This is an optimization exercise on Yosys and OpenROAD, whose aim is small area, a short achievable clock period and few clock cycles per item, not a production implementation. Only simulation tests tie the RTL to the original design; equivalence was not proved. No activity file was given, so power comes from the tool's default toggle rates.

### design/flow/run.sh
#!/bin/bash
# synth_recipe.tcl (not shown) runs the flow's synth.tcl, then flattens the netlist and writes it again
# the make line also repeats each setting of config.mk as NAME=value (left out here)
make -C /OpenROAD-flow-scripts/flow DESIGN_CONFIG=/design/flow/config.mk WORK_HOME=/design/flow/orfs CLKGATE_MAP_FILE= SYNTH_SCRIPT=/design/flow/synth_recipe.tcl finish
### design/flow/config.mk
export PLATFORM = sky130hd
export DESIGN_NAME = rau_nt64
export DESIGN_NICKNAME = rau_nt64
export VERILOG_FILES = /design/flow/design.v
export SDC_FILE = /design/flow/constraint.sdc
export NUM_CORES = 4
export LEC_CHECK = 0
export CAP_MARGIN = 20
export CORE_MARGIN = 2
export CORE_UTILIZATION = 27
export PLACE_DENSITY = 0.33
export SETUP_SLACK_MARGIN = 5
export SLEW_MARGIN = 20
### design/flow/constraint.sdc
create_clock -name core_clock -period 11.0 [get_ports {clk}]
set_input_delay 2.2000 -clock core_clock [delete_from_list [all_inputs] [get_ports {clk}]]
set_output_delay 2.2000 -clock core_clock [all_outputs]
set_load 0.01 [all_outputs]
### design/flow/design.v
module nt_mulmod (
    input  wire [65:0] s_in,
    input  wire [65:0] c_in,
    input  wire        cy_in,
    input  wire [64:0] x,
    input  wire [63:0] m,
    input  wire [3:0]  y,
    input  wire        gate,
    input  wire [3:0]  p4,       
    output wire [65:0] s_out,
    output wire [65:0] c_out,
    output wire        cy_out,
    output wire [3:0]  dig
);
    wire [3:0] ls  = s_in[3:0] ^ c_in[3:0] ^ p4;
    wire [3:0] lc  = (s_in[3:0] & c_in[3:0]) | (s_in[3:0] & p4) | (c_in[3:0] & p4);
    wire [4:0] lt  = {ls, 1'b1} + {lc[2:0], 1'b0, cy_in};
    wire [3:0] t4  = lt[4:1];
    reg [3:0] qt;    
    always @* begin
        case ({m[3:1], t4})
            7'd0: qt = 4'd0;
            7'd1: qt = 4'd15;
            7'd2: qt = 4'd14;
            7'd3: qt = 4'd13;
            7'd4: qt = 4'd12;
            7'd5: qt = 4'd11;
            7'd6: qt = 4'd10;
            7'd7: qt = 4'd9;
            7'd8: qt = 4'd8;
            7'd9: qt = 4'd7;
            7'd10: qt = 4'd6;
            7'd11: qt = 4'd5;
            7'd12: qt = 4'd4;
            7'd13: qt = 4'd3;
            7'd14: qt = 4'd2;
            7'd15: qt = 4'd1;
            7'd16: qt = 4'd0;
            7'd17: qt = 4'd5;
            7'd18: qt = 4'd10;
            7'd19: qt = 4'd15;
            7'd20: qt = 4'd4;
            7'd21: qt = 4'd9;
            7'd22: qt = 4'd14;
            7'd23: qt = 4'd3;
            7'd24: qt = 4'd8;
            7'd25: qt = 4'd13;
            7'd26: qt = 4'd2;
            7'd27: qt = 4'd7;
            7'd28: qt = 4'd12;
            7'd29: qt = 4'd1;
            7'd30: qt = 4'd6;
            7'd31: qt = 4'd11;
            7'd32: qt = 4'd0;
            7'd33: qt = 4'd3;
            7'd34: qt = 4'd6;
            7'd35: qt = 4'd9;
            7'd36: qt = 4'd12;
            7'd37: qt = 4'd15;
            7'd38: qt = 4'd2;
            7'd39: qt = 4'd5;
            7'd40: qt = 4'd8;
            7'd41: qt = 4'd11;
            7'd42: qt = 4'd14;
            7'd43: qt = 4'd1;
            7'd44: qt = 4'd4;
            7'd45: qt = 4'd7;
            7'd46: qt = 4'd10;
            7'd47: qt = 4'd13;
            7'd48: qt = 4'd0;
            7'd49: qt = 4'd9;
            7'd50: qt = 4'd2;
            7'd51: qt = 4'd11;
            7'd52: qt = 4'd4;
            7'd53: qt = 4'd13;
            7'd54: qt = 4'd6;
            7'd55: qt = 4'd15;
            7'd56: qt = 4'd8;
            7'd57: qt = 4'd1;
            7'd58: qt = 4'd10;
            7'd59: qt = 4'd3;
            7'd60: qt = 4'd12;
            7'd61: qt = 4'd5;
            7'd62: qt = 4'd14;
            7'd63: qt = 4'd7;
            7'd64: qt = 4'd0;
            7'd65: qt = 4'd7;
            7'd66: qt = 4'd14;
            7'd67: qt = 4'd5;
            7'd68: qt = 4'd12;
            7'd69: qt = 4'd3;
            7'd70: qt = 4'd10;
            7'd71: qt = 4'd1;
            7'd72: qt = 4'd8;
            7'd73: qt = 4'd15;
            7'd74: qt = 4'd6;
            7'd75: qt = 4'd13;
            7'd76: qt = 4'd4;
            7'd77: qt = 4'd11;
            7'd78: qt = 4'd2;
            7'd79: qt = 4'd9;
            7'd80: qt = 4'd0;
            7'd81: qt = 4'd13;
            7'd82: qt = 4'd10;
            7'd83: qt = 4'd7;
            7'd84: qt = 4'd4;
            7'd85: qt = 4'd1;
            7'd86: qt = 4'd14;
            7'd87: qt = 4'd11;
            7'd88: qt = 4'd8;
            7'd89: qt = 4'd5;
            7'd90: qt = 4'd2;
            7'd91: qt = 4'd15;
            7'd92: qt = 4'd12;
            7'd93: qt = 4'd9;
            7'd94: qt = 4'd6;
            7'd95: qt = 4'd3;
            7'd96: qt = 4'd0;
            7'd97: qt = 4'd11;
            7'd98: qt = 4'd6;
            7'd99: qt = 4'd1;
            7'd100: qt = 4'd12;
            7'd101: qt = 4'd7;
            7'd102: qt = 4'd2;
            7'd103: qt = 4'd13;
            7'd104: qt = 4'd8;
            7'd105: qt = 4'd3;
            7'd106: qt = 4'd14;
            7'd107: qt = 4'd9;
            7'd108: qt = 4'd4;
            7'd109: qt = 4'd15;
            7'd110: qt = 4'd10;
            7'd111: qt = 4'd5;
            7'd112: qt = 4'd0;
            7'd113: qt = 4'd1;
            7'd114: qt = 4'd2;
            7'd115: qt = 4'd3;
            7'd116: qt = 4'd4;
            7'd117: qt = 4'd5;
            7'd118: qt = 4'd6;
            7'd119: qt = 4'd7;
            7'd120: qt = 4'd8;
            7'd121: qt = 4'd9;
            7'd122: qt = 4'd10;
            7'd123: qt = 4'd11;
            7'd124: qt = 4'd12;
            7'd125: qt = 4'd13;
            7'd126: qt = 4'd14;
            7'd127: qt = 4'd15;
            default: qt = 4'd0;
        endcase
    end
    wire [3:0] qd  = gate ? 4'd0 : qt;
    assign dig = gate ? t4 : qd;
    wire [69:0] r0 = {4'd0, s_in};
    wire [69:0] r1 = {4'd0, c_in};
    wire [69:0] r2 = y[0] ? {5'd0, x}         : 70'd0;
    wire [69:0] r3 = (y[1] ? {4'd0, x, 1'b0} : 70'd0) | {69'd0, cy_in};
    wire [69:0] r4 = y[2] ? {3'd0, x, 2'b00}  : 70'd0;
    wire [69:0] r5 = y[3] ? {2'd0, x, 3'b000} : 70'd0;
    wire [69:0] r6 = qd[0] ? {6'd0, m}         : 70'd0;
    wire [69:0] r7 = qd[1] ? {5'd0, m, 1'b0}   : 70'd0;
    wire [69:0] r8 = qd[2] ? {4'd0, m, 2'b00}  : 70'd0;
    wire [69:0] r9 = qd[3] ? {3'd0, m, 3'b000} : 70'd0;
    function automatic [139:0] csa(input [69:0] a, input [69:0] b, input [69:0] c);
        csa = {((a & b) | (a & c) | (b & c)) << 1, a ^ b ^ c};
    endfunction
    wire [139:0] l1a = csa(r0, r1, r2);
    wire [139:0] l1b = csa(r3, r4, r5);
    wire [139:0] l2  = csa(l1a[69:0], l1a[139:70], l1b[69:0]);
    wire [139:0] l3  = csa(l2[69:0], l2[139:70], l1b[139:70]);
    wire [139:0] l4a = csa(l3[69:0], l3[139:70], r6);
    wire [139:0] l4b = csa(r7, r8, r9);
    wire [139:0] l5  = csa(l4a[69:0], l4a[139:70], l4b[69:0]);
    wire [139:0] l6  = csa(l5[69:0], l5[139:70], l4b[139:70]);
    wire [69:0] fs = l6[69:0];
    wire [69:0] fc = l6[139:70];
    wire [4:0]  lo = {1'b0, fs[3:0]} + {1'b0, fc[3:0]};
    assign s_out  = fs[69:4];
    assign c_out  = fc[69:4];
    assign cy_out = lo[4];
endmodule
module rau_nt64 (
    input  wire        clk,
    input  wire        rst,
    input  wire        start,
    input  wire [1:0]  op,
    input  wire [63:0] opa,
    input  wire [63:0] opb,
    input  wire [63:0] opc,
    output reg         ready,
    output reg         done,
    output wire [63:0] result,
    output reg         flag,
    output reg         err
);
    localparam OP_GCD    = 2'd0;
    localparam OP_MODEXP = 2'd1;
    localparam OP_MRBASE = 2'd2;
    localparam OP_MODINV = 2'd3;
    localparam S_IDLE   = 5'd0;
    localparam S_INIT   = 5'd1;
    localparam S_GCHK   = 5'd2;
    localparam S_GTWO   = 5'd3;
    localparam S_KLOOP  = 5'd4;
    localparam S_KADDR  = 5'd5;
    localparam S_KADDS  = 5'd6;
    localparam S_KEND   = 5'd7;
    localparam S_GSHL   = 5'd8;
    localparam S_XSTRIP = 5'd9;
    localparam S_XODD   = 5'd10;
    localparam S_R2     = 5'd11;
    localparam S_CONV   = 5'd12;
    localparam S_SCAN   = 5'd13;
    localparam S_RUN    = 5'd14;
    localparam S_FIN    = 5'd15;
    localparam S_SEND   = 5'd16;
    localparam S_XFIX   = 5'd17;
    localparam S_XCRT   = 5'd18;
    localparam S_RCMP   = 5'd19;
    localparam S_IRED   = 5'd20;
    localparam S_IDBL   = 5'd21;
    localparam S_INEG   = 5'd22;
    localparam S_KSUB   = 5'd23;
    localparam S_IRED2  = 5'd24;
    localparam S_SCAN2  = 5'd25;
    localparam S_PREP   = 5'd26;
    localparam S_IFIX   = 5'd27;
    localparam MP_SQ   = 4'd0;    
    localparam MP_MUL  = 4'd1;    
    localparam MP_CONV = 4'd2;    
    localparam MP_OUT  = 4'd3;    
    localparam MP_CHK  = 4'd4;    
    localparam MP_MRSQ = 4'd5;    
    localparam MP_CRT1 = 4'd6;    
    localparam MP_CRT2 = 4'd7;    
    localparam MP_P2   = 4'd8;    
    localparam MP_IG   = 4'd9;    
    localparam MP_IJ   = 4'd10;   
    localparam MP_PSQ  = 4'd11;   
    localparam MP_PM3  = 4'd12;   
    localparam MP_SQ2  = 4'd13;   
    localparam MP_MUL3 = 4'd14;   
    reg [4:0]  st;
    reg [27:0] stx;        
    reg [1:0]  op_r;
    reg [3:0]  mp_op;
    reg [4:0]  cnt;
    reg [7:0]  pos;
    reg [6:0]  t;
    reg        part;       
    reg        started;
    reg        sticky;
    reg        first;
    reg        sw;
    reg        ev;
    reg [4:0]  nd;         
    reg        wsg;        
    reg [63:0] M;
    reg [63:0] E;
    reg [64:0] T;
    reg [64:0] P;
    reg [64:0] A;
    reg [64:0] Y;
    reg [65:0] S;
    reg [65:0] C;
    assign result = A[63:0];
    reg gate, capmode, capmask;
    reg f_crt1, f_crt2, f_ig, f_ij;
    reg cy;
    reg [3:0] p4r;
    function [3:0] lowmul(input [3:0] yd, input [3:0] xl);
        lowmul = (yd[0] ? xl : 4'd0) + (yd[1] ? {xl[2:0], 1'b0} : 4'd0) +
                 (yd[2] ? {xl[1:0], 2'b00} : 4'd0) + (yd[3] ? {xl[0], 3'b000} : 4'd0);
    endfunction
    wire [64:0] X = A;      
    wire [65:0] s_nx;
    wire [65:0] c_nx;
    wire        cy_nx;
    wire [3:0]  qb;
    nt_mulmod u_mul (
        .s_in(S), .c_in(C), .cy_in(cy), .x(X), .m(M), .y(Y[3:0]), .gate(gate), .p4(p4r),
        .s_out(s_nx), .c_out(c_nx), .cy_out(cy_nx), .dig(qb)
    );
    wire [5:0] stepb = {cnt[3:0], 2'b00};
    wire [3:0] qcap;
    assign qcap[0] = qb[0] & (!capmask || ({1'b0, stepb}          < t));
    assign qcap[1] = qb[1] & (!capmask || ({1'b0, stepb} + 7'd1  < t));
    assign qcap[2] = qb[2] & (!capmask || ({1'b0, stepb} + 7'd2  < t));
    assign qcap[3] = qb[3] & (!capmask || ({1'b0, stepb} + 7'd3  < t));
    task go(input [4:0] v);
        begin
            st  <= v;
            stx <= 28'd1 << v;
        end
    endtask
    task set_mp(input [3:0] v);
        begin
            mp_op   <= v;
            gate    <= ((v == MP_SQ || v == MP_MUL) && part) || (v == MP_CRT2) || (v == MP_IG);
            capmode <= ((v == MP_SQ || v == MP_MUL) && part) || (v == MP_CRT2) || (v == MP_IG) ||
                       (v == MP_CRT1) || (v == MP_IJ);
            capmask <= (v == MP_CRT1);
            f_crt1  <= (v == MP_CRT1);
            f_crt2  <= (v == MP_CRT2);
            f_ig    <= (v == MP_IG);
            f_ij    <= (v == MP_IJ);
        end
    endtask
    wire [5:0] p2n  = pos[7:2] + {5'd0, (pos[1:0] != 2'd0)};
    wire [4:0] nlast = (mp_op == MP_P2) ? (p2n[4:0] - 5'd1) :
                       capmode ? 5'd15 : (mp_op == MP_CONV) ? 5'd16 : (nd - 5'd1);
    reg [3:0] mh;
    reg       mbig;
    integer   ii;
    always @* begin
        mh   = 4'd0;
        mbig = 1'b0;
        for (ii = 0; ii < 16; ii = ii + 1) begin
            if (M[4*ii +: 4] != 4'd0) begin
                mh   = ii[3:0];
                mbig = M[4*ii+3] | M[4*ii+2];
            end
        end
    end
    wire f_sp  = f_crt1 | f_crt2 | f_ig | f_ij;
    wire s_fin = stx[S_FIN];
    wire s_dbl = stx[S_R2] | stx[S_IDBL];
    wire s_sub = stx[S_IRED] | stx[S_KLOOP] | stx[S_INEG] | stx[S_XCRT];
    wire sa_s  = (s_fin & ~f_sp) | stx[S_IRED2];
    wire sa_a2 = s_dbl;
    wire sa_as = stx[S_CONV] | stx[S_IFIX];
    wire sa_au = stx[S_IRED] | stx[S_KLOOP] | stx[S_XCRT] | stx[S_GSHL] | stx[S_SCAN2] |
                 stx[S_RCMP] | stx[S_SEND];
    wire sa_y  = (s_fin & (f_crt2 | f_ig | f_ij)) | stx[S_KSUB] | stx[S_INIT];
    wire sa_m  = stx[S_INEG] | (s_fin & f_crt1) | stx[S_XODD];
    wire sb_c  = s_fin & ~f_sp;
    wire sb_m  = stx[S_R2] | stx[S_IDBL] | stx[S_IRED] | stx[S_CONV] | stx[S_IFIX];
    wire sb_p  = stx[S_KLOOP] | (s_fin & f_crt2) | (stx[S_SCAN] & ~win);
    wire sb_e  = stx[S_KSUB];
    wire sb_t  = stx[S_XCRT] | (s_fin & f_ij) | (stx[S_SCAN] & win);
    wire sb_a  = stx[S_INEG] | stx[S_GSHL];
    wire [66:0] ca = ({67{sa_s}}  & {1'b0, S}) |
                     ({67{sa_a2}} & {A[64], A, 1'b0}) |
                     ({67{sa_as}} & {A[64], A[64], A}) |
                     ({67{sa_au}} & {2'b00, A}) |
                     ({67{sa_y}}  & {2'b00, Y}) |
                     ({67{sa_m}}  & {3'b000, M});
    wire [66:0] cb = ({67{sb_c}} & {1'b0, C}) |
                     ({67{sb_m}} & {3'b000, M}) |
                     ({67{sb_p}} & {2'b00, P}) |
                     ({67{sb_e}} & {3'b000, E}) |
                     ({67{sb_t}} & {2'b00, T}) |
                     ({67{sb_a}} & {2'b00, A});
    wire cinv = s_dbl ? ~A[64] : (s_sub | (s_fin & f_ig));
    wire cin  = sa_s ? cy : s_dbl ? ~A[64] : s_sub;
    wire [67:0] wsum = {ca, 1'b1} + {cb ^ {67{cinv}}, cin};
    wire [66:0] W = wsum[67:1];
    wire        wneg = W[66];
    wire a_zero  = (A == 65'd0);
    wire a_one   = (A == 65'd1);
    wire p_zero  = (P == 65'd0);
    wire t_zero  = (T == 64'd0);
    wire t_one   = (T == 64'd1);
    wire m_zero  = (M == 64'd0);
    wire m_one   = (M == 64'd1);
    wire p_hi_m  = (P[64:1] == {1'b0, M[63:1]});
    wire p_eq_m  = p_hi_m & P[0];             
    wire p_eq_m1 = p_hi_m & ~P[0];            
    wire p_one   = (P == 65'd1);
    wire s_zero  = (S == 66'd0);
    wire e_rest0 = (E[62:0] == 63'd0);
    wire cur     = E[63];
    wire [63:0] e_sh = {E[62:0], (op_r == OP_MODEXP) ? E[63] : 1'b0};
    wire zone   = part && ({1'b0, pos} >= {2'b00, t});
    wire found  = zone ? ((pos[6:0] == t) && (sticky || cur)) : cur;
    wire end_mr = (op_r == OP_MRBASE);
    wire win    = !part && (t == 7'd0) && E[62] && (end_mr || (pos != 8'd0));
    wire       ch_mul  = (mp_op == MP_SQ) && cur && !win;
    wire [3:0] ch_xlow = part ? Y[3:0] : W[3:0];
    wire [3:0] ch_ylow = ch_mul ? P[3:0] : (mp_op == MP_SQ2) ? T[3:0] : ch_xlow;
    always @(posedge clk) begin
        p4r <= lowmul(stx[S_RUN] ? Y[7:4] : Y[3:0], A[3:0]);
        if (stx[S_RUN]) begin
            S <= s_nx;
            C <= c_nx;
            cy <= cy_nx;
            cnt <= cnt + 5'd1;
            Y <= capmode ? {1'b0, qcap, Y[63:4]} : {4'd0, Y[64:4]};
        end else begin
            S <= (stx[S_KLOOP] | stx[S_IRED]) ? W[65:0] : 66'd0;
            C <= 66'd0;
            cy <= 1'b0;
            cnt <= 5'd0;
        end
        wsg <= wneg;
        if (rst) begin
            go(S_IDLE);
            done  <= 1'b0;
            ready <= 1'b1;
        end else begin
            done <= 1'b0;
            case (st)
                S_IDLE: begin
                    op_r <= op;
                    if (start) begin
                        go(S_INIT);
                        ready <= 1'b0;
                    end
                end
                S_INIT: begin
                    flag <= 1'b0;
                    err  <= 1'b0;
                    case (op_r)
                        OP_GCD: begin
                            A  <= P;
                            P  <= W[64:0];     
                            go(S_GCHK);
                        end
                        OP_MODEXP: begin
                            t <= 7'd0;
                            if (m_zero) begin
                                err <= 1'b1; done <= 1'b1; ready <= 1'b1; go(S_IDLE);
                            end else begin
                                go(S_XSTRIP);
                            end
                        end
                        OP_MRBASE: begin
                            if (!P[0] || (P[63:1] == 63'd0)) begin
                                done <= 1'b1; ready <= 1'b1; go(S_IDLE);
                            end else begin
                                M  <= P[63:0];
                                P  <= W[64:0];     
                                t  <= 7'd0;
                                go(S_XODD);
                            end
                        end
                        default: begin  
                            pos <= 8'd0;
                            sw  <= 1'b0;
                            if (t_zero) begin
                                err <= 1'b1; done <= 1'b1; ready <= 1'b1; go(S_IDLE);
                            end else if (t_one) begin
                                A <= 65'd0; done <= 1'b1; ready <= 1'b1; go(S_IDLE);
                            end else if (T[0]) begin
                                ev <= 1'b0;
                                M  <= W[63:0];     
                                A  <= W[64:0];     
                                Y  <= 65'd0;
                                E  <= 64'd1;
                                go(S_KLOOP);
                            end else if (!P[0]) begin
                                err <= 1'b1; done <= 1'b1; ready <= 1'b1; go(S_IDLE);
                            end else if (p_one) begin
                                A <= 65'd1; done <= 1'b1; ready <= 1'b1; go(S_IDLE);   
                            end else begin
                                ev <= 1'b1;
                                M  <= P[63:0];
                                A  <= P;
                                P  <= W[64:0];     
                                Y  <= 65'd0;
                                E  <= 64'd1;
                                go(S_KLOOP);
                            end
                        end
                    endcase
                end
                S_GCHK: begin
                    t <= 7'd0;
                    if (a_zero) begin
                        A <= P; done <= 1'b1; ready <= 1'b1; go(S_IDLE);
                    end else if (p_zero) begin
                        done <= 1'b1; ready <= 1'b1; go(S_IDLE);
                    end else begin
                        go(S_GTWO);
                    end
                end
                S_GTWO: begin
                    if (!A[0] && !P[0]) begin
                        A <= {1'b0, A[64:1]};
                        P <= {1'b0, P[64:1]};
                        t <= t + 7'd1;
                    end else begin
                        pos <= 8'd0;
                        sw  <= 1'b0;
                        go(S_KLOOP);
                    end
                end
                S_GSHL: begin
                    if (t == 7'd0) begin
                        done <= 1'b1; ready <= 1'b1; go(S_IDLE);
                    end else begin
                        A <= W[64:0];           
                        t <= t - 7'd1;
                    end
                end
                S_KLOOP: begin
                    if (p_zero) begin
                        go(S_KEND);
                    end else if (!A[0]) begin
                        A   <= {1'b0, A[64:1]};
                        E   <= {E[62:0], 1'b0};
                        pos <= pos + 8'd1;
                    end else if (!P[0]) begin
                        P   <= {1'b0, P[64:1]};
                        Y   <= {Y[63:0], 1'b0};
                        pos <= pos + 8'd1;
                    end else begin
                        go(S_KSUB);      
                    end
                end
                S_KSUB: begin
                    go(S_KLOOP);
                    if (s_zero) begin
                        P   <= 65'd0;
                        E   <= W[63:0];               
                        Y   <= {Y[63:0], 1'b0};       
                        pos <= pos + 8'd1;
                    end else if (!wsg) begin
                        A   <= {1'b0, S[64:1]};       
                        Y   <= W[64:0];               
                        E   <= {E[62:0], 1'b0};       
                        pos <= pos + 8'd1;
                    end else begin
                        A  <= P;
                        P  <= A;
                        Y  <= {1'b0, E};
                        E  <= Y[63:0];
                        sw <= ~sw;
                    end
                end
                S_KEND: begin
                    if (op_r == OP_GCD) begin
                        go(S_GSHL);
                    end else if (!a_one) begin
                        err <= 1'b1; done <= 1'b1; ready <= 1'b1; go(S_IDLE);
                    end else begin
                        A     <= Y;
                        Y     <= 65'd1;
                        set_mp(MP_P2);
                        go(S_PREP);
                    end
                end
                S_IRED: begin
                    go(S_IRED2);           
                end
                S_IRED2: begin
                    if (!wsg) begin
                        A  <= W[64:0];         
                        go(S_IRED);
                    end else begin
                        t  <= {5'd0, 2'd0 - pos[1:0]};
                        go(S_IDBL);
                    end
                end
                S_IDBL: begin
                    if (t == 7'd0) begin
                        go(S_IFIX);
                    end else begin
                        A <= W[64:0];
                        t <= t - 7'd1;
                    end
                end
                S_INEG: begin
                    if (!sw) A <= W[64:0];
                    if (ev) begin
                        Y     <= T;
                        set_mp(MP_IG);
                        go(S_PREP);
                    end else begin
                        done <= 1'b1; ready <= 1'b1; go(S_IDLE);
                    end
                end
                S_XSTRIP: begin
                    if (!M[0]) begin
                        M <= {1'b0, M[63:1]};
                        t <= t + 7'd1;
                    end else if (t != 7'd0) begin
                        part    <= 1'b1;
                        pos     <= 8'd63;
                        started <= 1'b0;
                        sticky  <= 1'b0;
                        go(S_SCAN);
                    end else begin
                        go(S_XODD);
                    end
                end
                S_XODD: begin
                    part <= 1'b0;
                    if (op_r == OP_MRBASE) E <= {W[63:1], 1'b0};    
                    if (m_one) begin
                        A <= 65'd0;
                        if (t == 7'd0) begin
                            done <= 1'b1; ready <= 1'b1; go(S_IDLE);
                        end else begin
                            go(S_XCRT);
                        end
                    end else begin
                        A   <= 65'd1 << {mh, 2'b00};
                        nd  <= {1'b0, mh} + 5'd1 + {4'd0, mbig};
                        pos <= mbig ? 8'd75 : 8'd71;
                        go(S_R2);
                    end
                end
                S_R2: begin
                    A <= W[64:0];
                    if (pos == 8'd0) go(S_CONV);
                    else pos <= pos - 8'd1;
                end
                S_CONV: begin
                    if (A[64]) begin
                        A <= W[64:0];
                    end else begin
                        Y     <= P;
                        set_mp(MP_CONV);
                        go(S_PREP);
                    end
                end
                S_SCAN: begin
                    E <= e_sh;
                    if (zone) sticky <= sticky | cur;
                    if (found && win) begin
                        A       <= W[64:0];    
                        started <= 1'b1;
                        pos     <= pos - 8'd1;
                        go(S_SCAN2);
                    end else if (found) begin
                        A       <= W[64:0];    
                        started <= 1'b1;
                        if (end_mr ? e_rest0 : (pos == 8'd0)) begin
                            go(S_SEND);
                        end else begin
                            Y     <= P;
                            pos   <= pos - 8'd1;
                            set_mp(MP_SQ);
                            go(S_PREP);
                        end
                    end else if (pos == 8'd0) begin
                        go(S_SEND);
                    end else begin
                        pos <= pos - 8'd1;
                    end
                end
                S_SCAN2: begin
                    E <= e_sh;
                    if (end_mr ? e_rest0 : (pos == 8'd0)) begin
                        go(S_SEND);
                    end else begin
                        Y     <= W[64:0];      
                        pos   <= pos - 8'd1;
                        set_mp(MP_SQ);
                        go(S_PREP);
                    end
                end
                S_PREP: go(S_RUN);
                S_IFIX: begin
                    if (A[64]) A <= W[64:0];
                    go(S_INEG);
                end
                S_RUN: begin
                    if (cnt == nlast) go(S_FIN);
                end
                S_FIN: begin
                    case (mp_op)
                        MP_SQ, MP_MUL, MP_SQ2, MP_MUL3: begin
                            A   <= part ? Y : W[64:0];
                            Y   <= ch_mul ? P : (mp_op == MP_SQ2) ? T : part ? Y : W[64:0];
                            p4r <= lowmul(ch_ylow, ch_xlow);
                            if (mp_op == MP_SQ && cur && win) begin
                                E   <= e_sh;
                                pos <= pos - 8'd1;
                                set_mp(MP_SQ2);
                                go(S_RUN);
                            end else if (mp_op == MP_SQ && cur) begin
                                set_mp(MP_MUL);
                                go(S_RUN);
                            end else if (mp_op == MP_SQ2) begin
                                set_mp(MP_MUL3);
                                go(S_RUN);
                            end else begin
                                E <= e_sh;
                                if (end_mr ? (cur && e_rest0) : (pos == 8'd0)) begin
                                    go(S_SEND);
                                end else begin
                                    pos   <= pos - 8'd1;
                                    set_mp(MP_SQ);
                                    go(S_RUN);
                                end
                            end
                        end
                        MP_CONV: begin
                            P       <= W[64:0];
                            A       <= W[64:0];
                            pos     <= 8'd63;
                            started <= 1'b0;
                            sticky  <= 1'b0;
                            if (t == 7'd0) begin
                                Y   <= W[64:0];
                                p4r <= lowmul(W[3:0], W[3:0]);
                                set_mp(MP_PSQ);
                                go(S_RUN);
                            end else begin
                                go(S_SCAN);
                            end
                        end
                        MP_PSQ: begin
                            A   <= W[64:0];
                            Y   <= P;
                            p4r <= lowmul(P[3:0], W[3:0]);
                            set_mp(MP_PM3);
                            go(S_RUN);
                        end
                        MP_PM3: begin
                            T  <= W[64:0];
                            go(S_SCAN);
                        end
                        MP_OUT: begin
                            P  <= W[64:0];
                            go(S_XFIX);
                        end
                        MP_CHK: begin
                            P  <= W[64:0];
                            go(S_RCMP);
                        end
                        MP_MRSQ: begin
                            A     <= W[64:0];
                            Y     <= 65'd1;
                            p4r   <= W[3:0];
                            set_mp(MP_CHK);
                            go(S_RUN);
                        end
                        MP_CRT1: begin
                            A <= W[64:0];            
                            set_mp(MP_CRT2);
                            go(S_PREP);
                        end
                        MP_CRT2: begin
                            A <= W[64:0];
                            done <= 1'b1; ready <= 1'b1; go(S_IDLE);
                        end
                        MP_P2: begin
                            A  <= W[64:0];
                            go(S_IRED);
                        end
                        MP_IG: begin
                            Y     <= W[64:0];        
                            A     <= 65'd1;
                            set_mp(MP_IJ);
                            go(S_PREP);
                        end
                        default: begin  
                            A <= W[64:0];
                            done <= 1'b1; ready <= 1'b1; go(S_IDLE);
                        end
                    endcase
                end
                S_SEND: begin
                    if (part) begin
                        T  <= started ? {1'b0, W[63:0]} : 65'd1;    
                        go(S_XODD);
                    end else if (op_r == OP_MRBASE) begin
                        t     <= pos[6:0];
                        first <= 1'b1;
                        Y     <= 65'd1;
                        set_mp(MP_CHK);
                        go(S_PREP);
                    end else if (!started) begin
                        A <= 65'd1;
                        if (t == 7'd0) begin
                            done <= 1'b1; ready <= 1'b1; go(S_IDLE);
                        end else begin
                            go(S_XCRT);
                        end
                    end else begin
                        Y     <= 65'd1;
                        set_mp(MP_OUT);
                        go(S_PREP);
                    end
                end
                S_XFIX: begin
                    A <= p_eq_m ? 65'd0 : P;
                    if (t == 7'd0) begin
                        done <= 1'b1; ready <= 1'b1; go(S_IDLE);
                    end else begin
                        go(S_XCRT);
                    end
                end
                S_XCRT: begin
                    Y     <= W[64:0];       
                    P     <= A;             
                    A     <= 65'd1;
                    set_mp(MP_CRT1);
                    go(S_PREP);
                end
                S_RCMP: begin
                    if (p_eq_m1) begin
                        flag <= 1'b1; done <= 1'b1; ready <= 1'b1; go(S_IDLE);
                    end else if (p_one) begin
                        flag <= first; done <= 1'b1; ready <= 1'b1; go(S_IDLE);
                    end else if (t == 7'd1) begin
                        flag <= 1'b0; done <= 1'b1; ready <= 1'b1; go(S_IDLE);
                    end else begin
                        t     <= t - 7'd1;
                        first <= 1'b0;
                        Y     <= W[64:0];      
                        set_mp(MP_MRSQ);
                        go(S_PREP);
                    end
                end
                default: begin
                    go(S_IDLE);
                    ready <= 1'b1;
                end
            endcase
        end
        if (stx[S_IDLE]) begin
            P <= {1'b0, opa};
            E <= opb;
            Y <= {1'b0, opb};
            T <= {1'b0, opb};
            M <= opc;
        end
    end
endmodule
==> results of run 1 <==
-- sequential cells by signal, indices dropped and copies added, names as in the netlist, 2 cells and up --
register and cells:
cnt 5, S 66, t 7, T 65
stx 20, A 65, P 65, op_r 2
E 64, p4r 4, Y 65, st 5
C 66, mp_op 4, pos 8, nd 5
M 64
-- cells in the mapped netlist, types with 132 or more instances --
master / instances / area, um2
dfxtp_1: 237 / 4745
nand2_1: 1179 / 4425
inv_1: 567 / 2128
a222oi_1: 238 / 2382
a221oi_1: 329 / 2882
xnor2_1: 157 / 1375
fa_1: 518 / 10370
and2_1: 546 / 3416
a21oi_1: 545 / 2728
o21ai_0: 575 / 2878
edfxtp_1: 362 / 10870
nor2_1: 458 / 1719
ha_1: 132 / 1652
mux2i_1: 141 / 1411
clkbuf_1: 755 / 2834
-- metrics by stage --
stage | utilization (%) | cell area [um2] | setup slack (ns)
2_1_floorplan | - | 70460 | 5.005
3_3_place_gp | 29.78 | 77270 | 3.290
6_report | 33.59 | 87170 | 4.556
5_1_grt | 33.56 | 87080 | 4.476
4_1_cts | 32.03 | 83100 | 4.683
3_5_place_dp | 29.80 | 77320 | 3.276
-- what timing repair did --
item                       in CTS  in global routing
setup buffers                 115                176
setup endpoints to repair     539                332
hold endpoints to repair        0                  0
pin swaps                      96                264
resized for setup             341                508
cloned                          3                  5
-- final timing paths --
kind,end,startpoint
max,p4r[3],f_crt2
min,stx[21],stx[21]
max reg2reg,p4r[3],f_crt2
min reg2reg,stx[21],stx[21]
-- power by group through the flow --
| stage | clock, mW | combinational, mW | sequential, mW |
|---|---|---|---|
| after CTS | 3.23 | 28.5 | 6.03 |
| after global routing | 3.29 | 32.6 | 6.14 |
| final | 3.22 | 30.8 | 6.20 |
| after detailed placement | 0 | 27.4 | 6.05 |
| after global placement | 0 | 27.5 | 6.05 |
| after floorplan | 0 | 16.3 | 4.11 |
-- final cells by class --
type,count,share of cell area (%)
diodes,39,0.1120
clock buffers,139,3.053
clock inverters,33,0.4134
inverters,573,2.485
multi-input cells,6594,60.75
flip-flops and latches,599,17.95
well taps,3402,4.883
repair buffers,984,10.35
-- logic make-up (layout without fill, tap and decap cells) --
logic type | after synthesis | count (layout) | share of synthesized area, %
AND/OR/NAND/NOR | 2812 | 2812 | 19.09
AO/OA/AOI/OAI | 2702 | 2705 | 27.02
buffers and inverters | 1550 | 1729 | 8.780
other | 0 | 39 | 0
adder cells (fa/ha/maj) | 650 | 650 | 17.08
multiplexers | 185 | 185 | 2.758
flip-flops | 599 | 599 | 22.19
XOR/XNOR | 241 | 242 | 3.074
-- routing by layer --
metal | part of all wire [%] | global-route usage, % | up-vias
li1 | - | - | 31840
met1 | 40 | 56.32 | 42380
met2 | 41 | 63.25 | 6445
met3 | 11 | 12.38 | 1650
met4 | 7.9 | 28.21 | 44
met5 | 0.054 | 0 | -
-- critical path, stage by stage (launching register included) --
cell and delay, ns:
edfxtp_1 0.76, or3_4 0.59, a211o_2 0.57, buf_4 0.42, a22oi_1 0.27, nand2_1 0.15, ha_4 0.34, nand2_1 0.09
or3_4 0.41, a21boi_4 0.21, or2_4 0.19, o21ai_2 0.06, mux2i_1 0.25, a21oi_2 0.10, and2_4 0.19, fa_1 0.43
ha_2 0.21, xor2_2 0.17, xnor2_1 0.13, xnor2_1 0.14, xnor2_1 0.21, xnor2_1 0.15, nand2_1 0.09, a21oi_2 0.17
==> impl_metrics.tcl, run 1 <==
set metrics [dict create \
    outcome "no timing/DRC/antenna violations" \
    die_w_um 514.5 \
    final_nets 9691 \
    rsz0062_at_grt "true" \
    power.leakage_nw 32.74 \
    synth_flop_cell "edfxtp_1" \
    slew_viol_final 0 \
    finalNonFillerCells 12360 \
    drt-vias-per-instance 6.662 \
    htreeDepth 3 \
    p_sw_share_pct 60.63 \
    drt_pass1_iterations 13 \
    clock_latency_ns 0.79 \
    whs_path_depth 2 \
    num_rows 187 \
    die_h_um 514.5 \
    vias 82360 \
    fin_tns_setup_ns 0 \
    period_minus_slack_ns 6.444 \
    placed_cells 11850 \
    ant_nets 0 \
    grt_antenna_before_repair 77 \
    syn_to_final_growth_pct 23.87 \
    finalHoldViolations 0 \
    intPower_mw 15.82 \
    critPathMaxFanout 32 \
    layout_commonest_cell "nand2_1" \
    tightest_slew_ns 1.317 \
    numCtsBuffers 92 \
    grt_pass1_wl_um 777400 \
    ys_types 117 \
    period_share_pct 58.58 \
    max_freq_mhz 155.2 \
    area.sequential_um2 15650 \
    syn_nets 9586 \
    power.total_mw 40.18 \
    combPwrFrac_pct 76.6 \
    drcViolationCount 0 \
    grt_pass1_vias 77750 \
    multiInputGateArea_um2 52950 \
    hold_path_class "reg -> reg" \
    layout_common_cells "nand2_1, buf_4, inv_1" \
    max-vdd-ir-drop_mv 0.3549 \
    pwr-share-clk_pct 8.0 \
    ys_ff_latch 599 \
    dp_hpwl_um 427100 \
    root_buffer "clkbuf_16" \
    cts_tree "built" \
    cts.sinks 599 \
    die_area_um2 264700 \
    hold_slack_ns 0.4810 \
    cts_hold_buf 0 \
    setup_viol 0 \
    p_per_area_nw_per_um2 461.0 \
    worstSetupPathType "reg -> reg" \
    r2r_slack_ns 4.56 \
    yosysSeqAreaShare_pct 22.19 \
    ys_async_sr_fraction_pct 0 \
    io_buffer_count 264 \
    avgRoutedWirePerCell_um 48.40 \
    clk_pin_slew_worst_paths_ns 0.06 \
    fillers 27370 \
    yosysWarnings 2 \
    end_kind "flop" \
    grt_max_degree 83 \
    synth_edf_count 362 \
    initial_core_util_pct 27.12 \
    p_sw_mw 24.36 \
    synth_cells 8739 \
    max_cap_violations 0 \
    crit_required_ns 11.68 \
    critPathArrivalTime_ns 7.13 \
    clockBufferDepth 3 \
    gp_congestion 1.015 \
    worstRegToRegCells 23 \
    gr-usage-all-layers_pct 43.60 \
    overflow 0 \
    seqPwrFrac_pct 15.4 \
    maxSlewHeadroom_pct 11.50 \
    drive_gt1_share_pct 17.57 \
    avgSynthCellArea_um2 8.052 \
    skew_ns 0.05241 \
    start_kind "flop" \
    syn-cell-area_um2 70370 \
    drtIter0Drc 13520 \
    wirelength_um 598400 \
    core_region_area_um2 259500 \
    io_pins 265 \
]
Testbench counts, summed over its fixed seeds: cycles 286,600, commands 256.
==> run 2, diff against run 1 <==
--- a/design/flow/config.mk
+++ b/design/flow/config.mk
@@ -5,9 +5,9 @@
 export SDC_FILE = /design/flow/constraint.sdc
 export NUM_CORES = 4
 export LEC_CHECK = 0
-export CAP_MARGIN = 20
+export CAP_MARGIN = 40
 export CORE_MARGIN = 2
 export CORE_UTILIZATION = 27
 export PLACE_DENSITY = 0.33
 export SETUP_SLACK_MARGIN = 5
-export SLEW_MARGIN = 20
+export SLEW_MARGIN = 30
==> run 2 against run 1 <==
Effect of this change:
- via count shrank 0.39%
- final cell count fell by 0.19%
- still clean on timing, DRC and antenna
- first-iteration DRC count increased by 2.6%
==> impl_metrics.tcl, run 2 <==
set metrics [dict create \
    tightest_slew_ns 1.081 \
    timing.rr.end "p4r[3]" \
    worst_path_max_delay_cell "edfxtp_1" \
    cpMostUsedCell "xnor2_1" \
    fin_tns_setup_ns 0 \
    finalNonFillerCells 12340 \
    wirelength_um 595900 \
    r2r_start "f_crt2" \
    yosysWarnings 2 \
    synth.most_common_cell "nand2_1" \
    synth_cells 8739 \
    ant_nets 0 \
    reg_top3 "C: 66 flops, S: 66 flops" \
    grt_antenna_before_repair 87 \
    synth_common_cells "nand2_1, clkbuf_1, o21ai_0" \
    period_share_pct 58.15 \
    worstRegToRegCells 23 \
    power.leakage_nw 32.19 \
    core_region_area_um2 259500 \
    min_from "stx[21]" \
    synth_area_leaders "edfxtp_1, fa_1, dfxtp_1" \
    slew_viol_final 0 \
    grt_pass1_wl_um 777000 \
    vias 82040 \
    cts.sinks 599 \
    setup_viol 0 \
    max_cap_violations 0 \
    gp_congestion 1.015 \
    area.sequential_um2 15650 \
    critPathMaxFanout 32 \
    clockBufferDepth 3 \
    p_per_area_nw_per_um2 458.7 \
    synth_flop_cell "edfxtp_1" \
    root_buffer "clkbuf_16" \
    layout_common_cells "nand2_1, buf_4, inv_1" \
    avgRoutedWirePerCell_um 48.30 \
    ys_async_sr_fraction_pct 0 \
    drcViolationCount 0 \
    start_kind "flop" \
    critPathArrivalTime_ns 7.11 \
    p_sw_mw 23.95 \
    syn_to_final_growth_pct 21.63 \
    seqPwrFrac_pct 15.3 \
    io_buffer_count 264 \
    drive_gt1_share_pct 15.40 \
    final_nets 9664 \
    synth_top_cell_by_area "edfxtp_1" \
    pwr-share-clk_pct 8.1 \
    syn-cell-area_um2 70370 \
    io_pins 265 \
    p_sw_share_pct 61.00 \
    post-place-ws_ns 3.238 \
    intPower_mw 15.31 \
    worst_slack_ns 4.603 \
    drt_pass1_iterations 9 \
    critical_path_buf_inv_count 1 \
    fillers 27400 \
    crit_required_ns 11.71 \
    dp_hpwl_um 432300 \
    clk_pin_slew_worst_paths_ns 0.06 \
    synth_top_area_share_pct 15.45 \
    clock_latency_ns 0.81 \
    die_w_um 514.5 \
    slowest_delay_ns 0.75 \
    r2r_slack_ns 4.60 \
    ys_types 117 \
    cp_top_family "simple AND/OR/NAND/NOR gates" \
    hold_slack_ns 0.4782 \
    gr-usage-all-layers_pct 43.59 \
    finalHoldViolations 0 \
    crit_start "f_crt2" \
    layout_commonest_cell "nand2_1" \
    ys_ff_latch 599 \
    combPwrFrac_pct 76.6 \
    period_minus_slack_ns 6.397 \
    num_rows 187 \
    max_freq_mhz 156.3 \
    holdPathEnd "stx[21]" \
    hold_path_class "reg -> reg" \
    syn_nets 9586 \
    placed_cells 11910 \
    max-vdd-ir-drop_mv 0.4783 \
    outcome "no timing/DRC/antenna violations" \
    avgSynthCellArea_um2 8.052 \
    multiInputGateArea_um2 51710 \
    initial_core_util_pct 27.12 \
    grt_pass1_vias 77450 \
    cts_tree "built" \
    grt_max_degree 83 \
    htreeDepth 3 \
    numCtsBuffers 93 \
    rsz0062_at_grt "true" \
    whs_path_depth 2 \
    drtIter0Drc 13870 \
    synth_edf_count 362 \
    cts_hold_buf 0 \
    crit_path_cell_trace "or3_4 > a211o_2 > buf_4 > a22oi_1 > nand2_1 > ha_4 > and3_4 > a221o_1 > nor3_2 > or2_4 > o21ai_2 > mux2i_1 > a21oi_2 > and2_4 > fa_1 > ha_2 > xor2_2 > xnor2_1 > xnor2_1 > xnor2_1 > xnor2_1 > nand2_1 > a21oi_2" \
    overflow 0 \
    die_h_um 514.5 \
    skew_ns 0.05022 \
    die_area_um2 264700 \
    drt-vias-per-instance 6.649 \
    yosysSeqAreaShare_pct 22.19 \
    maxSlewHeadroom_pct 27.25 \
    worstSetupPathType "reg -> reg" \
    end_kind "flop" \
]
-- run 2: cell counts after synthesis --
Identical to the previous run, type by type.
-- run 2: through the flow --
stage	power (mW)	util [%]	area, um2
after floorplan	20.38	-	70460
after global placement	33.59	29.78	77270
after detailed placement	33.77	30.15	78220
after CTS	37.84	32.17	83470
after global routing	41.12	32.95	85510
final	39.26	32.98	85580
-- run 2: final cells by class --
| cell class | instances | share of cell area (%) |
|---|---|---|
| Clock buffer | 140 | 3.202 |
| Multi-Input combinational cell | 6594 | 60.42 |
| Clock inverter | 34 | 0.2807 |
| Sequential cell | 599 | 18.28 |
| Tap cell | 3402 | 4.974 |
| Inverter | 573 | 2.523 |
| Timing Repair Buffer | 956 | 10.20 |
| Antenna cell | 41 | 0.1199 |
-- run 2: worst max-delay path by stage --
stage,end,slack (ns),cells past startpoint
floorplan,p4r[3],5.01,27
global placement,M[53],3.29,17
detailed placement,A[57],3.24,18
CTS,p4r[3],4.71,25
global route,p4r[3],4.48,26
finish,p4r[3],4.60,23
-- run 2: kinds of logic after synthesis --
logic type | Yosys count | synth area share [%]
AOI/OAI and AO/OA | 2702 | 27.02
muxes | 185 | 2.758
adders and majority gates | 650 | 17.08
xor gates and xnor gates | 241 | 3.074
DFF | 599 | 22.19
buffers and inverters | 1550 | 8.780
and+or+nand+nor | 2812 | 19.09
-- run 2: power by group through the flow --
stage | Sequential (mW) | Combinational, mW | Clock, mW
global route | 5.98 | 31.9 | 3.25
global placement | 6.05 | 27.5 | 0
detailed placement | 5.91 | 27.9 | 0
CTS | 5.89 | 28.8 | 3.19
floorplan | 4.11 | 16.3 | 0
finish | 6.02 | 30.1 | 3.17
-- run 2: tightest hold or removal path: stages (launching register included) --
cell and delay, ns:
dfxtp_1 0.32, nand2_1 0.06, a21oi_1 0.05
-- run 2: metal layers --
layer / share of wire, % / GRT usage (%) / up-vias
met3: 11 / 12.54 / 1591
met2: 41 / 62.98 / 6265
met4: 7.7 / 28.34 / 36
li1: - / - / 31800
met1: 40 / 56.33 / 42350
met5: 0.041 / 0.2740 / -
-- run 2: repair_timing --
item	in CTS	in global routing
setup endpoints to repair	492	287
pin swaps	66	97
buffers inserted	95	91
resized for setup	287	195
cloned	4	1

afterwards: timing with drivers on the ports:
The results above use ideal ports. As a check the final layouts listed here were re-extracted and re-timed, cells and wires unchanged. Step 1: set_driving_cell puts a clkbuf_16 on clk and a buf_2 on each other input, an assumption about the parent block. Step 2, shift: input delay + t, output delay - t, t = (earliest + latest rising clock arrival at the registers) / 2. This alone moves slack from input paths to output paths. Slacks: ideal / step 1 / step 2; pairs: ideal / step 1.
run	t, ns	slack for setup (ns)	worst setup path at the end	slew at the worst register clock pin (ns)	cell pins on the clock port's net
run 1	0.878	4.556 / 4.556 / 4.556	register to register	0.07 / 0.07	1
run 2	0.897	4.603 / 4.603 / 4.603	register to register	0.07 / 0.07	1
After both steps setup and hold are still met in every run listed.
